From an optimization exercise on the open Yosys and OpenROAD flow, aimed at small area; shortcuts taken in it are not production practice.
Function was checked by simulation only, so behaviour that the tests miss may differ from the original.
Power and IR drop assume default switching activity.

== run A ==
Design ftsm_core, start of the top module:
module ftsm_core (
    input  wire        clk,
    input  wire        rst,         
    input  wire        op_valid,
    output wire        op_ready,
    input  wire [23:0] op_word,
    output wire        eff_valid,
    input  wire        eff_ready,
    output wire [3:0]  eff_kind,
    output wire [15:0] eff_arg,
    output wire        done,
    output wire [15:0] ret_data
);
export LEC_CHECK = 0
export ABC_AREA = 1
export CAP_MARGIN = 20
export CORE_MARGIN = 2
export CORE_UTILIZATION = 40
export PLACE_DENSITY = 0.6
export SLEW_MARGIN = 20
create_clock -name core_clock -period 45.0 [get_ports {clk}]
standard.sh (not shown) runs the stock make flow with config.mk's settings and CLKGATE_MAP_FILE= SYNTH_SCRIPT=/design/flow/synth_recipe.tcl, a recipe that flattens the netlist after the stock synthesis.
==> flow/flow/run.sh <==
#!/bin/bash
# Standard ORFS layout (the standard.sh), with:
#  1. the standard synthesis, unchanged, then its combinational logic
#     re-mapped by ABC with a stronger area script (reopt.ys); every
#     flip-flop instance, its cell type and its nets are kept as they are;
#  2. port buffers of the smallest buffer cell (buf_1), one per port as before;
#  3. CTS with clkbuf_16 sink-cluster buffers (clusters of up to 30), clkbuf_8
#     root and tree buffers, and no dummy loads.
# Each tool's output goes to a log of its own in this folder.
set -euo pipefail
here=$(pwd)
res=$here/orfs/results/$FLOW_PLATFORM/ftsm_core/base
export BUFFER_PORTS_ARGS="-buffer_cell sky130_fd_sc_hd__buf_1"
export CTS_ARGS="-sink_clustering_enable -repair_clock_nets -dont_use_dummy_load -root_buf sky130_fd_sc_hd__clkbuf_8 -buf_list {sky130_fd_sc_hd__clkbuf_8} -sink_clustering_buffer sky130_fd_sc_hd__clkbuf_16 -sink_clustering_size 30 -sink_clustering_max_diameter 90"

# 1. standard synthesis up to the Yosys netlist
bash standard.sh "$res/1_2_yosys.v" > make_synth.log 2>&1
cp "$res/1_2_yosys.v" "$here/std_1_2_yosys.v"

# re-map the combinational logic
lib=$FLOW_HOME/platforms/$FLOW_PLATFORM/lib/sky130_fd_sc_hd__tt_025C_1v80.lib
dontuse=""
for c in $(cat flow/dont_use.txt); do dontuse="$dontuse -dont_use $c"; done
sed -e "s#@LIB@#$lib#g" -e "s#@DONTUSE@#$dontuse#g" -e "s#@IN@#$here/std_1_2_yosys.v#g" \
    -e "s#@OUT@#$here/reopt_1_2_yosys.v#g" -e "s#@SCRIPT@#$here/flow/area.abc#g" \
    flow/reopt.ys > reopt.ys
${YOSYS_EXE:-yosys} -s reopt.ys > reopt.log 2>&1
cp "$here/reopt_1_2_yosys.v" "$res/1_2_yosys.v"
touch "$res/1_2_yosys.v"

# 2./3. the rest of the standard layout
bash standard.sh > make_layout.log 2>&1
==> flow/flow/area.abc <==
strash
&get -n
&deepsyn -T 90
&put
dch -f
amap
strash
&get -n
&deepsyn -T 90
&put
dch -f
amap
topo
dnsize -c
Other scripts of this flow, unchanged in this note and not shown: flow/flow/dont_use.txt, flow/flow/reopt.ys
diff inputs: run A => run B
- SLEW_MARGIN: 20 -> 10
- CAP_MARGIN: 20 -> 10
- GPL_TIMING_DRIVEN: unset -> 0
diff --git a/flow/flow/run.sh b/flow/flow/run.sh
--- a/flow/flow/run.sh
+++ b/flow/flow/run.sh
@@ -5,6 +5,5 @@
 #     flip-flop instance, its cell type and its nets are kept as they are;
 #  2. port buffers of the smallest buffer cell (buf_1), one per port as before;
-#  3. CTS with clkbuf_16 sink-cluster buffers (clusters of up to 30), clkbuf_8
-#     root and tree buffers, and no dummy loads.
+#  3. CTS with clkbuf_16 only, sink clusters of up to 28 and no dummy loads.
 # Each tool's output goes to a log of its own in this folder.
 set -euo pipefail
@@ -12,5 +11,5 @@
 res=$here/orfs/results/$FLOW_PLATFORM/ftsm_core/base
 export BUFFER_PORTS_ARGS="-buffer_cell sky130_fd_sc_hd__buf_1"
-export CTS_ARGS="-sink_clustering_enable -repair_clock_nets -dont_use_dummy_load -root_buf sky130_fd_sc_hd__clkbuf_8 -buf_list {sky130_fd_sc_hd__clkbuf_8} -sink_clustering_buffer sky130_fd_sc_hd__clkbuf_16 -sink_clustering_size 30 -sink_clustering_max_diameter 90"
+export CTS_ARGS="-sink_clustering_enable -repair_clock_nets -dont_use_dummy_load -buf_list {sky130_fd_sc_hd__clkbuf_16} -sink_clustering_size 28 -sink_clustering_max_diameter 100"
 
 # 1. standard synthesis up to the Yosys netlist
==> flow/flow/area.abc <==
strash
&get -n
&deepsyn -T 90
&put
dch -f
amap
strash
dch -f
amap
topo
dnsize -c
Findings:
Wire length of the first global-routing pass: run B < run A. Detailed router's first-iteration violation count, run B vs run A: up by a little under 10%. Across run B and run A, the outcome is the same: a clean finish for every run. Of run B and run A, the run reporting the lower detailed-route vias per instance was run B. Compared with run A, run B ends up with a larger final cell area. Share of layout cells above drive strength 1 delta (run B -> run A): insignificant. Taking run A as the reference point, the global-route usage of run B falls by 1.2 points. Run B against run A; overall power of the completed layout is up by a few percent. Run A reports its beginning of the critical path as fe_frame[13]$_DFFE_PP_ while run B reports fe_frame[14]$_DFFE_PP_.
> inputs changed (run B -> run C)
- swapping 10 for 20 in CAP_MARGIN
- clearing GPL_TIMING_DRIVEN, which used to be 0
- swapping 10 for 20 in SLEW_MARGIN
diff --git a/flow/flow/run.sh b/flow/flow/run.sh
--- a/flow/flow/run.sh
+++ b/flow/flow/run.sh
@@ -5,5 +5,5 @@
 #     flip-flop instance, its cell type and its nets are kept as they are;
 #  2. port buffers of the smallest buffer cell (buf_1), one per port as before;
-#  3. CTS with clkbuf_16 only, sink clusters of up to 28 and no dummy loads.
+#  3. CTS with clkbuf_16 only, sink clusters of up to 30, a clkbuf_8 root and no dummy loads.
 # Each tool's output goes to a log of its own in this folder.
 set -euo pipefail
@@ -11,5 +11,5 @@
 res=$here/orfs/results/$FLOW_PLATFORM/ftsm_core/base
 export BUFFER_PORTS_ARGS="-buffer_cell sky130_fd_sc_hd__buf_1"
-export CTS_ARGS="-sink_clustering_enable -repair_clock_nets -dont_use_dummy_load -buf_list {sky130_fd_sc_hd__clkbuf_16} -sink_clustering_size 28 -sink_clustering_max_diameter 100"
+export CTS_ARGS="-sink_clustering_enable -repair_clock_nets -dont_use_dummy_load -root_buf sky130_fd_sc_hd__clkbuf_8 -buf_list {sky130_fd_sc_hd__clkbuf_16} -sink_clustering_size 30 -sink_clustering_max_diameter 90"
 
 # 1. standard synthesis up to the Yosys netlist
==> summary.txt <==
- In run C the fraction of area in clock buffers and inverters turned out 0.50 points lower than in run B.
- Diff run B -> run C: sum of internal, switching and leakage power went down by about 1.3%; final worst-path setup slack went up by 0.37 ns; worst slew slack as a fraction of its limit went up by 14 points; average via count per standard cell went down by 0.54%.
- Across both runs, number of buffers created by CTS was lower for run C than for run B.
- Looking at layout filler cell count across run B and run C, the one that comes out lower is run C.
- Sequential cell count across run B and run C: no real change.
- In terms of post-layout instance area, run B and run C differ only marginally.
- Going from run B to run C, the cell count along the critical path was found to have gone up by 1.
- Against run B as the reference, run C delivers a lower synthesis-to-finish area growth.
The inputs of run D differ from those of run C as listed below.
==> flow/flow/area.abc <==
strash
&get -n
&deepsyn -T 90
&put
dch -f
amap
strash
&get -n
&deepsyn -T 90
&put
dch -f
amap
topo
dnsize -c
Both conditions hold for run D: the flow ran to the end and the final layout passed the timing, design-rule and antenna checks. Changes observed in run D relative to run C: number of signal-net buffers in the layout went down by 2.7%; number of cells on the critical path lost 5; total design power lost 1.2%.

## static timing again, ports no longer ideal
Ports are ideal in the flow. The routed layouts listed here were re-timed in OpenROAD.
Step 1 assumes that a clkbuf_16 drives the clock port and a buf_2 every other input.
Step 2 moves the port delays by t, midway between the first and last clock arrival at a register: inputs arrive t later, outputs are due t later. That takes back most of the time a late clock gives input paths.
a / b / c = ideal ports / drivers / drivers and shift; a / b = the first two.
| run | t, ns | setup slack, ns | latest minus earliest clock arrival (ns) |
|---|---|---|---|
| run A | 0.578 | 31.625 / 31.581 / 32.159 | 0.055 / 0.056 |
| run B | 0.525 | 31.073 / 31.028 / 31.553 | 0.034 / 0.034 |
| run C | 0.573 | 31.441 / 31.399 / 31.972 | 0.048 / 0.049 |
| run D | 0.578 | 31.625 / 31.581 / 32.159 | 0.055 / 0.056 |
After both steps setup and hold are still met in every run listed.
